Background: an optimization exercise with open tools, aiming at small area, a short achievable clock period and few clock cycles per item. Do not read the settings as production practice. The RTL was checked by simulation tests, not by an equivalence proof against the original design.

==> violet <==
// rs_dec
module rs_dec (
    input  wire       clk,
    input  wire       rst,           
    input  wire       in_valid,
    output wire       in_ready,
    input  wire [7:0] in_data,
    input  wire [7:0] in_n,          
    input  wire [3:0] in_t,          
    output reg        err_valid,
    output reg  [7:0] err_pos,
    output reg  [7:0] err_val,
    output reg        done,
    output reg  [7:0] bstat
);
Settings: LEC_CHECK=0, CAP_MARGIN=20, CORE_MARGIN=2, CORE_UTILIZATION=40, SETUP_SLACK_MARGIN=5, SLEW_MARGIN=20; clock period 10.0 ns.
run.sh (not shown) runs the stock make flow with config.mk's settings and CLKGATE_MAP_FILE= SYNTH_SCRIPT=/design/flow/synth_recipe.tcl, a recipe that flattens the netlist after the stock synthesis.
==> nickel: changes against violet <==
--- a/flow/design.v
+++ b/flow/design.v
@@ -371,16 +371,18 @@
     reg [7:0] R    [0:NSYN-1];       
     reg [7:0] lam  [1:TMAX];         
     reg [7:0] bx   [1:TMAX];         
     reg [7:0] omg  [0:TMAX-1];       
     reg [7:0] dlt;                   
     reg [4:0] len;                   
     reg [4:0] rc;                    
     reg [3:0] oc;                    
+    reg [TMAX:1] msk;                
+    reg       opbc;                  
     reg [7:0] n2;                    
     reg       rzero;                 
     reg [7:0] ne;                    
     reg [3:0] t2;
     reg [1:0] k2;
     wire [4:0] twot2 = {t2, 1'b0};
     reg        rfull;                
     wire       xfer  = s1_full && !rfull;
@@ -393,27 +395,24 @@
     wire [4:0] twot1 = {t1, 1'b0};
     reg tzero;
     always @(*) begin
         tzero = 1'b1;
         for (i = 0; i < NSYN; i = i + 1)
             if (i < twot1 && T[i] != 8'd0) tzero = 1'b0;
     end
     wire start;
-    wire       upd = (s2 == S2_B);
-    wire       scl = (s2 == S2_C);
     reg [7:0] ma, mb;
     reg [7:0] prod [1:TMAX];
     reg [7:0] dsum;
     always @(*) begin
         dsum = R[0];                 
         for (i = 1; i <= TMAX; i = i + 1) begin
-            ma = (upd || scl) ? dlt :
-                 ((s2 != S2_OM || i <= oc) ? lam[i] : 8'd0);
-            mb = (upd || scl) ? bx[i] : R[i];
+            ma = opbc ? dlt : (msk[i] ? lam[i] : 8'd0);
+            mb = opbc ? bx[i] : R[i];
             prod[i] = gf_mul(ma, mb);
             dsum = dsum ^ prod[i];
         end
     end
     wire       grow  = (dlt != 8'd0) && ({len, 1'b0} <= {1'b0, rc});
     reg [7:0] cc [1:TMAX];           
     reg [7:0] ww [0:TMAX-1];         
     reg       act3;
@@ -474,20 +473,22 @@
         if (xfer) begin
             R[0] <= T[0];
             for (i = 1; i < NSYN; i = i + 1)
                 R[i] <= T[NSYN-i];
             n2    <= n1;
             t2    <= t1;
             rzero <= tzero;
         end
+        opbc <= 1'b0;
         case (s2)
         S2_A: begin
-            dlt <= dsum;
-            s2  <= S2_B;
+            dlt  <= dsum;
+            s2   <= S2_B;
+            opbc <= 1'b1;
         end
         S2_B: begin
             for (i = 1; i <= TMAX; i = i + 1)
                 lam[i] <= lam[i] ^ prod[i];
             bx[1] <= grow ? 8'd1 : 8'd0;
             for (i = 2; i <= TMAX; i = i + 1)
                 bx[i] <= grow ? lam[i-1] : bx[i-1];
             if (grow) begin
@@ -495,33 +496,36 @@
                 dlt  <= gf_inv(dlt);
             end
             for (i = 1; i < NSYN; i = i + 1)
                 R[i] <= R[i-1];
             rc <= rc + 5'd1;
             if (rc == twot2 - 5'd1) begin
                 R[0] <= rtap;
                 oc   <= 4'd0;
+                msk  <= {TMAX{1'b0}};
                 s2   <= S2_OM;
             end else begin
                 R[0] <= R[NSYN-1];
                 s2   <= grow ? S2_C : S2_A;
+                opbc <= grow;
             end
         end
         S2_C: begin
             for (i = 1; i <= TMAX; i = i + 1)
                 bx[i] <= prod[i];
             s2 <= S2_A;
         end
         S2_OM: begin
             omg[oc] <= dsum;
             R[0] <= rtap;
             for (i = 1; i < NSYN; i = i + 1)
                 R[i] <= R[i-1];
             oc  <= oc + 4'd1;
+            msk <= {msk[TMAX-1:1], 1'b1};
             if (len > {1'b0, t2}) begin
                 k2 <= K_FAIL;
                 s2 <= S2_DONE;
             end else if ({1'b0, oc} == len - 5'd1) begin
                 s2 <= S2_DONE;
             end
         end
         S2_DONE: if (hand) s2 <= S2_IDLE;
@@ -532,25 +536,29 @@
             for (i = 1; i <= TMAX; i = i + 1) begin
                 lam[i] <= 8'd0;
                 bx[i]  <= (i == 1) ? 8'd1 : 8'd0;
             end
             for (i = 0; i < TMAX; i = i + 1)
                 omg[i] <= 8'd0;
             len <= 5'd0;
             rc  <= 5'd0;
+            msk <= {TMAX{1'b1}};
             if (rzero) begin
                 k2 <= K_CLEAN;
                 s2 <= S2_DONE;
             end else begin
                 k2 <= K_FIX;
                 s2 <= S2_A;
             end
         end
-        if (rst) s2 <= S2_IDLE;
+        if (rst) begin
+            s2   <= S2_IDLE;
+            opbc <= 1'b0;
+        end
     end
     always @(posedge clk) begin
         for (i = 1; i <= TMAX; i = i + 1)
             cc[i] <= gf_mul(cc[i], gf_apow(i));
         for (i = 0; i < TMAX; i = i + 1)
             ww[i] <= gf_mul(ww[i], gf_apow(i));
         pos3 <= pos3 - 8'd1;
         if (last3) act3 <= 1'b0;
- CTS_BUF_LIST: not set -> sky130_fd_sc_hd__clkbuf_4 sky130_fd_sc_hd__clkbuf_8
==> qor.json <==
{
  "run_status": {
    "result_of_the_run": "timing/DRC/antenna clean"
  },
  "layout": {
    "clockNetworkAreaShare_pct": 4.46,
    "area_share_nonclk_buffers_pct": 7.01
  },
  "detailed_routing": {
    "drt_wirelength_um": 320000,
    "dr_wl_met3_um": 29900
  },
  "clock_network": {
    "cts_num_sinks": 1234,
    "clkSlewWorstSetupHoldPaths_ns": 0.06,
    "post-cts-setup-buffers": 309
  },
  "worst_hold_path": {
    "min_delay_worst_endpoint": "err_pos[4]",
    "worstHoldStart": "e2_pos[4]"
  },
  "setup_path": {
    "crit_path_max_incr_delay_ns": 0.48,
    "cp-startpoint": "cc[1][1]"
  },
  "die": {
    "std_cell_rows": 170
  },
  "placement": {
    "place_worst_setup_slack_ns": 2.64
  }
}
# the run above: violet

==> qor.json <==
{
  "detailed_routing": {
    "drt_wirelength_um": 280000,
    "dr_wl_met3_um": 19500
  },
  "placement": {
    "place_worst_setup_slack_ns": 3.03
  },
  "die": {
    "std_cell_rows": 169
  },
  "run_status": {
    "result_of_the_run": "timing/DRC/antenna clean"
  },
  "worst_hold_path": {
    "min_delay_worst_endpoint": "err_pos[1]"
  },
  "layout": {
    "clockNetworkAreaShare_pct": 4.79
  },
  "setup_path": {
    "crit_path_max_incr_delay_ns": 0.47
  }
}
# the run above: nickel

Testbench counts of violet, summed over its fixed seeds: cycles 38,253, blocks 384.
Testbench counts of nickel, summed over its fixed seeds: cycles 38,253, blocks 384.

-- re-timing with driven ports --
No port has a modelled driver above. Below, the same layouts with a new extraction and two added sets of constraints.
Step 1 assumes that a clkbuf_16 drives the clock port and a buf_2 every other input.
Step 2 also shifts input and output timing later by t, the mid clock arrival at the registers, as if the neighbouring blocks saw the same clock.
Slacks: no drivers / after step 1 / after step 2; pairs: no drivers / after step 1.
run | shift t [ns] | slack for setup (ns) | worst data-port slew with drivers (ns) | pins driven straight from the clock port
violet | 0.897 | 4.547 / 4.547 / 4.547 | 0.04 | 1
nickel | 1.070 | 4.587 / 4.587 / 4.587 | 0.04 | 1
After both steps setup and hold are still met in every run listed.
